What follows belongs to an exercise in optimizing a design on an open flow for small area, a short achievable clock period and few clock cycles; a production flow would make more cautious choices. In this exercise RTL edits were held to simulation tests only and were not proved equivalent to the original.

==> fjord: inputs <==
// lcs_diff
module lcs_diff #(
    parameter N  = 16,
    parameter TW = 8
) (
    input  wire              clk,
    input  wire              rst,
    input  wire              cmd_valid,
    output wire              cmd_ready,
    input  wire [4:0]        a_len,
    input  wire [4:0]        b_len,
    input  wire [N*TW-1:0]   a_toks,
    input  wire [N*TW-1:0]   b_toks,
    output wire              out_valid,
    input  wire              out_ready,
    output wire [1:0]        out_op,
    output wire [3:0]        out_idx,
    output wire [4:0]        out_len
);
    localparam OP_REM  = 2'd0;
    localparam OP_ADD  = 2'd1;
    localparam OP_KEEP = 2'd2;
    localparam OP_END  = 2'd3;
    localparam E_IDLE = 3'd0;
    localparam E_DP   = 3'd2;
    localparam E_TB   = 3'd3;
    localparam E_EMB  = 3'd4;
    localparam E_DONE = 3'd5;
    localparam E_POST = 3'd6;    
    localparam P_UP1  = 2'd0;
    localparam P_DOWN = 2'd1;
    localparam P_UP2  = 2'd2;
    integer q;
    function [15:0] smear_dn(input [15:0] x);
        reg [15:0] y;
        begin
            y = x;
            y = y | (y >> 1);
            y = y | (y >> 2);
            y = y | (y >> 4);
            y = y | (y >> 8);
            smear_dn = y;
        end
    endfunction
    function [15:0] smear_up(input [15:0] x);
        reg [15:0] y;
        begin
            y = x;
            y = y | (y << 1);
            y = y | (y << 2);
            y = y | (y << 4);
            y = y | (y << 8);
            smear_up = y;
        end
    endfunction
    function himatch(input [15:0] c, input [15:0] mm);
        reg [7:0] a1, m1;
        reg [3:0] a2, m2;
        reg [1:0] a3, m3;
        integer k;
        begin
  ...
clock: 11.0 ns
lec_check: 0
abc_area: 1
cap_margin: 30
core_margin: 2
core_utilization: 40
slew_margin: 40
standard.sh (not shown) runs the stock make flow with config.mk's settings and CLKGATE_MAP_FILE= SYNTH_SCRIPT=/design/flow/synth_recipe.tcl, a recipe that flattens the netlist after the stock synthesis.
==> flow/flow/run.sh <==
#!/bin/bash
set -euo pipefail
bash standard.sh SETUP_SLACK_MARGIN=7.4 'BUFFER_PORTS_ARGS=-buffer_cell sky130_fd_sc_hd__buf_1' finish > make_finish.log 2>&1
==> tundra (differences from fjord) <==
--- a/flow/design.v
+++ b/flow/design.v
@@ -68,16 +68,33 @@
             end
             for (k = 0; k < 2; k = k + 1) begin
                 a3[k] = a2[2*k+1] | a2[2*k];
                 m3[k] = a2[2*k+1] ? m2[2*k+1] : m2[2*k];
             end
             himatch = a3[1] ? m3[1] : m3[0];
         end
     endfunction
+    function [31:0] low2(input [15:0] x);
+        reg [15:0] n0, n1, p0, p1;       
+        integer k, d;
+        begin
+            n0 = ~x;
+            n1 = x;
+            for (d = 1; d < 16; d = d * 2) begin
+                p0 = n0;
+                p1 = n1;
+                for (k = d; k < 16; k = k + 1) begin
+                    n0[k] = p0[k] & p0[k-d];
+                    n1[k] = (p1[k] & p0[k-d]) | (p0[k] & p1[k-d]);
+                end
+            end
+            low2 = {x & {n1[14:0], 1'b0}, x & {n0[14:0], 1'b1}};
+        end
+    endfunction
     function [15:0] lowest(input [15:0] x);
         reg [15:0] z;
         begin
             z = smear_up(x);
             lowest = z & ~(z << 1);
         end
     endfunction
     function [3:0] enc16(input [15:0] x);    
@@ -108,57 +125,54 @@
     generate
         for (g = 0; g < N; g = g + 1) begin : g_tok
             assign A[g] = a_toks[g*TW +: TW];
             assign B[g] = b_toks[g*TW +: TW];
         end
     endgenerate
     reg [2:0]    e_st;
     reg [2:0]    e_st_n;
-    reg [4:0]    m_r, n_r;
     reg          o_r;            
     reg [2:0]    pm1;            
     reg [2:0]    ptr;            
     reg [1:0]    pst;
     reg [2:0]    ptr_d1, ptr_d2, ptr_d3;
     reg          u_first, u_last;    
     reg          t_first, t_last;    
     reg          dum_r;              
     reg [TW-1:0] asel0, asel1;
     reg          av1;
     reg [15:0]   M0, M1;         
     reg [15:0]   Md0, Md1;       
     reg [15:0]   Dr1r;           
-    reg [15:0]   V;
     reg [15:0]   vst [0:8];
-    reg [15:0]   T, X, Y, ycol, GB;
+    reg [15:0]   T, X, Y, GB;
     reg          fail;
     reg [15:0]   PA_e, qthr;
     reg          w_busy;         
     reg          e_pend;         
     reg [4:0]    e_len;
     reg [15:0]   PAs, QBs;       
     reg [15:0]   Xr, sX;         
     reg [3:0]    xidx;           
     reg          hx, hx2;        
     reg [3:0]    w_i, w_j;
     reg [4:0]    a_rem, b_rem;
     reg [4:0]    w_L;
     reg          ov_r;
     reg [1:0]    op_r;
     reg [3:0]    idx_r;
-    reg [4:0]    len_r;
     reg          crdy_r;
     reg          is_post;
     reg          blk_r;          
     assign cmd_ready = crdy_r & ~blk_r;
     assign out_valid = ov_r;
     assign out_op    = op_r;
     assign out_idx   = idx_r;
-    assign out_len   = len_r;
+    assign out_len   = e_len;      
     wire handoff = cmd_valid & cmd_ready;
     wire       idle  = (e_st == E_IDLE);
     wire       le2   = (a_len[4:2] == 3'd0) && (a_len[1:0] != 2'd3);    
     wire       le4   = (a_len[4:3] == 2'd0) && (a_len[2:0] <= 3'd4);    
     wire [2:0] pe    = idle ? {2'b00, ~le2} : ptr;
     wire [TW-1:0] sel0 = idle ? (le2 ? A[0] : A[2]) : A[{ptr, 1'b0}];
     wire [TW-1:0] sel1 = idle ? (le2 ? A[1] : A[3]) : A[{ptr, 1'b1}];
     wire [3:0] p_cur   = (a_len + 5'd1) >> 1;
@@ -189,67 +203,72 @@
     wire          opv1 = idle ? (a_len != 5'd1) : av1;
     reg [15:0] cmp0, cmp1;
     always @(*) begin
         for (q = 0; q < N; q = q + 1) begin
             cmp0[q] = (B[q] == opa0);
             cmp1[q] = (B[q] == opa1) & opv1;
         end
     end
-    wire [15:0] V1 = dp_row(V,  M0);
+    wire [15:0] vin = (e_st == E_TB) ? vst[2] : vst[0];
+    wire [15:0] V1 = dp_row(vin, M0);
     wire [15:0] V2 = dp_row(V1, M1);
     wire [15:0] Dr2 = ~vst[0] | {16{dum}};
     wire [15:0] Dr1 = Dr1r;
     wire        dum = dum_r;                      
     wire [15:0] c1  = (Md1 | Dr2) & T;
     wire [15:0] S1  = smear_dn(c1);
     wire [15:0] H1  = S1 & ~(S1 >> 1);
     wire        d1  = himatch(c1, Md1);
+    wire [15:0] ycol = lowest(Y);
     wire        f1  = d1 ? |(GB & ~S1) : |(Md1 & ycol);
     wire [15:0] GB1 = d1 ? (Md1 & (S1 >> 1)) : GB;
     wire [15:0] yc1 = d1 ? H1 : ycol;
     wire [15:0] ti2 = dum ? T : (S1 >> 1);
     wire [15:0] c2  = (Md0 | Dr1) & ti2;
     wire [15:0] S2s = smear_dn(c2);
     wire [15:0] H2s = S2s & ~(S2s >> 1);
     wire        sc2 = d1 | dum;
     wire [15:0] S2  = sc2 ? S2s : S1;
     wire [15:0] H2  = sc2 ? H2s : H1;
     wire        d2  = sc2 ? himatch(c2, Md0) : |(H1 & Md0);
     wire [15:0] T2  = d2 ? (S2 >> 1) : S2;
     wire        f2  = d2 ? |(GB1 & ~S2) : |(Md0 & yc1);
     wire [15:0] GB2 = d2 ? (Md0 & (S2 >> 1)) : GB1;
-    wire [15:0] yc2 = d2 ? H2 : yc1;
     wire [15:0] oh0 = 16'd1 << {ptr_d3, 1'b0};    
     wire [15:0] oh1 = 16'd1 << {ptr_d3, 1'b1};    
     wire        tb_last   = t_first;
     wire        tb_fail_n = fail | f1 | f2;
     wire        tb_pass   = !tb_fail_n && (GB2 == 16'd0);
     wire        fail_n    = (e_st == E_TB) ? (tb_last ? !tb_pass : tb_fail_n)
                           : (e_st == E_IDLE) ? 1'b0 : fail;
     wire [15:0] yr   = Y & qthr;
-    wire [15:0] ey1  = lowest(yr);
-    wire [15:0] ey1b = lowest(yr & ~ey1);
-    wire        h1   = |(Md0 & ey1);
+    wire [15:0] ey1, ey1b;                   
+    assign {ey1b, ey1} = low2(yr);
     wire [15:0] z1   = smear_up(Md0 & qthr);
     wire [15:0] l1   = z1 & ~(z1 << 1);
-    wire [15:0] qt1  = h1 ? (z1 << 1) : qthr;
-    wire [15:0] Y1   = h1 ? ((Y & ~ey1) | l1) : Y;
-    wire [15:0] ey2  = h1 ? ey1b : ey1;
-    wire        h2   = |(Md1 & ey2);
-    wire [15:0] z2   = smear_up(Md1 & qt1);
+    wire [15:0] z2a  = smear_up(Md1 & qthr);           
+    wire [15:0] z2b  = smear_up(Md1 & (z1 << 1));      
+    wire        h1   = |(Md0 & ey1);
+    wire        h2a  = |(Md1 & ey1);
+    wire        h2b  = |(Md1 & ey1b);
+    wire        h2   = h1 ? h2b : h2a;
+    wire [15:0] z2   = h1 ? z2b : z2a;
     wire [15:0] l2   = z2 & ~(z2 << 1);
+    wire [15:0] qt1  = h1 ? (z1 << 1) : qthr;
     wire [15:0] qt2  = h2 ? (z2 << 1) : qt1;
+    wire [15:0] ey2  = h1 ? ey1b : ey1;
+    wire [15:0] Y1   = h1 ? ((Y & ~ey1) | l1) : Y;
     wire [15:0] Y2   = h2 ? ((Y1 & ~ey2) | l2) : Y1;
     wire        emb_end = t_last || ((Y & qthr) == 16'd0);
     always @(*) begin
         e_st_n = e_st;
         case (e_st)
         E_IDLE: if (cmd_valid)
-                    e_st_n = (a_len == 5'd0 || b_len == 5'd0) ? E_DONE : E_DP;
+                    e_st_n = (a_len == 5'd0 || b_len == 5'd0) ? E_EMB : E_DP;
         E_DP:   if (u_last) e_st_n = E_TB;
         E_TB:   if (tb_last) e_st_n = E_POST;
         E_POST: if (fail) e_st_n = emb_end ? E_DONE : E_EMB;
                 else      e_st_n = handoff ? E_IDLE : E_DONE;
         E_EMB:  if (emb_end) e_st_n = E_DONE;
         E_DONE: if (handoff) e_st_n = E_IDLE;
         default: e_st_n = E_IDLE;
         endcase
@@ -258,61 +277,50 @@
     always @(posedge clk) begin
         asel0  <= sel0;
         asel1  <= sel1;
         av1    <= sv1;
         M0     <= cmp0;
         M1     <= cmp1;
         Md0    <= M0;
         Md1    <= M1;
-        Dr1r   <= ~dp_row((e_st == E_DP) ? vst[0] : vst[2], M0);
+        Dr1r   <= ~V1;
         ptr_d3 <= ptr_d2;
         t_first <= u_first;
         t_last  <= u_last;
         dum_r   <= o_r && u_last;
         ptr_d1 <= pe;
         ptr_d2 <= idle ? 3'd0 : ptr_d1;
         u_first <= idle ? 1'b1 : (ptr_d1 == 3'd0);
         u_last  <= idle ? le2  : (ptr_d1 == pm1);
         if (idle || e_st == E_DP) begin
             vst[0] <= idle ? 16'hffff : V2;
             for (q = 1; q < 9; q = q + 1) vst[q] <= vst[q-1];
         end else begin
             for (q = 0; q < 8; q = q + 1) vst[q] <= vst[q+1];
         end
+        T    <= (e_st == E_TB) ? T2 : ~(16'hffff << b_len);
+        GB   <= (e_st == E_TB) ? GB2 : 16'd0;
+        qthr <= (e_st == E_EMB || (e_st == E_POST && fail)) ? qt2 : 16'hffff;
         case (e_st)
         E_IDLE: begin
-            m_r   <= a_len;
-            n_r   <= b_len;
             o_r   <= a_len[0];
             pm1   <= pm1_cur;
-            V     <= 16'hffff;
-            T     <= ~(16'hffff << b_len);
             X     <= 16'd0;
             Y     <= 16'd0;
             fail  <= 1'b0;
-            GB    <= 16'd0;
-            ycol  <= 16'd0;
             PA_e  <= 16'd0;
-            qthr  <= 16'hffff;
-        end
-        E_DP: begin
-            V <= V2;
         end
         E_TB: begin
-            T    <= T2;
             X    <= X | (d1 ? oh1 : 16'd0) | (d2 ? oh0 : 16'd0);
             Y    <= Y | (d1 ? H1 : 16'd0) | (d2 ? H2 : 16'd0);
             fail <= fail_n;
-            GB   <= GB2;
-            ycol <= yc2;
         end
         E_EMB, E_POST: if (e_st == E_EMB || fail) begin
             PA_e <= PA_e | (h1 ? oh0 : 16'd0) | (h2 ? oh1 : 16'd0);
-            qthr <= qt2;
             Y    <= Y2;
         end
         default: ;
         endcase
     end
     wire        a_nz = (a_rem != 5'd0);
     wire        b_nz = (b_rem != 5'd0);
     reg  [1:0]  r_op;
@@ -345,18 +353,18 @@
             QBs   <= Y;
             Xr    <= X;
             sX    <= ex2;
             xidx  <= enc16(exl);
             hx    <= (X != 16'd0);
             hx2   <= (ex2 != 16'd0);
             w_i   <= 4'd0;
             w_j   <= 4'd0;
-            a_rem <= m_r;
-            b_rem <= n_r;
+            a_rem <= a_len;          
+            b_rem <= b_len;
             w_L   <= 5'd0;
         end else if (w_step) begin
             if (adv_i) begin
                 PAs   <= PAs >> 1;
                 w_i   <= w_i + 4'd1;
                 a_rem <= a_rem - 5'd1;
             end
             if (adv_jk) begin
@@ -372,24 +380,22 @@
                 hx2  <= ((sX & ~sxl) != 16'd0);
                 w_L  <= w_L + 5'd1;
             end
         end
         if (load_out) begin
             if (e_pend) begin
                 op_r  <= OP_END;
                 idx_r <= 4'd0;
-                len_r <= e_len;
             end else begin
                 op_r  <= r_op;
                 idx_r <= r_idx;
-                len_r <= w_L;
             end
         end
-        if (w_step && last && r_op != OP_END)
+        if (w_step && (last || r_op == OP_END))
             e_len <= w_L + {4'd0, r_keep};
         if (rst) begin
             e_st   <= E_IDLE;
             ptr    <= 3'd0;
             pst    <= P_UP1;
             w_busy <= 1'b0;
             e_pend <= 1'b0;
             ov_r   <= 1'b0;
CTS_BUF_LIST = sky130_fd_sc_hd__clkbuf_8   (was default)
==> comparison <==
Between tundra and fjord, the lower first-iteration DRC count is in fjord (gap 1.8%, measured against fjord). Of fjord and tundra, tundra has the higher clock skew (gap 0.033 ns). Of tundra and fjord, fjord has the higher die area (gap 7.9%, measured against fjord). In tundra the hold slack is worse than in fjord, by 0.0079 ns.
Testbench counts of fjord, summed over its fixed seeds: cycles 7,338.
Testbench counts of tundra, summed over its fixed seeds: cycles 7,338.

-- what the ideal ports hide --
In the flow no input, the clock included, has a driving cell. The finished layouts below were timed again as built, in two steps. Step 1 sets driving cells, clkbuf_16 on the clock port and buf_2 on the other inputs (assumed; they add their load-dependent delay and slew). Step 2 times the ports against the registers' clock, not the clock port: input delays grow and output delays shrink by t, the midpoint of the rising clock arrivals with the driver on. Slacks: no drivers / after step 1 / after step 2; pairs: no drivers / after step 1.
| run | shift t [ns] | slack for setup (ns) | worst setup path at the end | worst slew at a driven data input, ns |
|---|---|---|---|---|
| fjord | 0.688 | 7.412 / 7.390 / 6.775 | input to register | 0.14 |
| tundra | 0.758 | 7.242 / 7.177 / 6.726 | input to register | 0.11 |
After both steps every run listed still meets setup and hold. The setup slack of fjord, which loses most, moves by -0.022 ns with the drivers and by -0.637 ns with both steps.
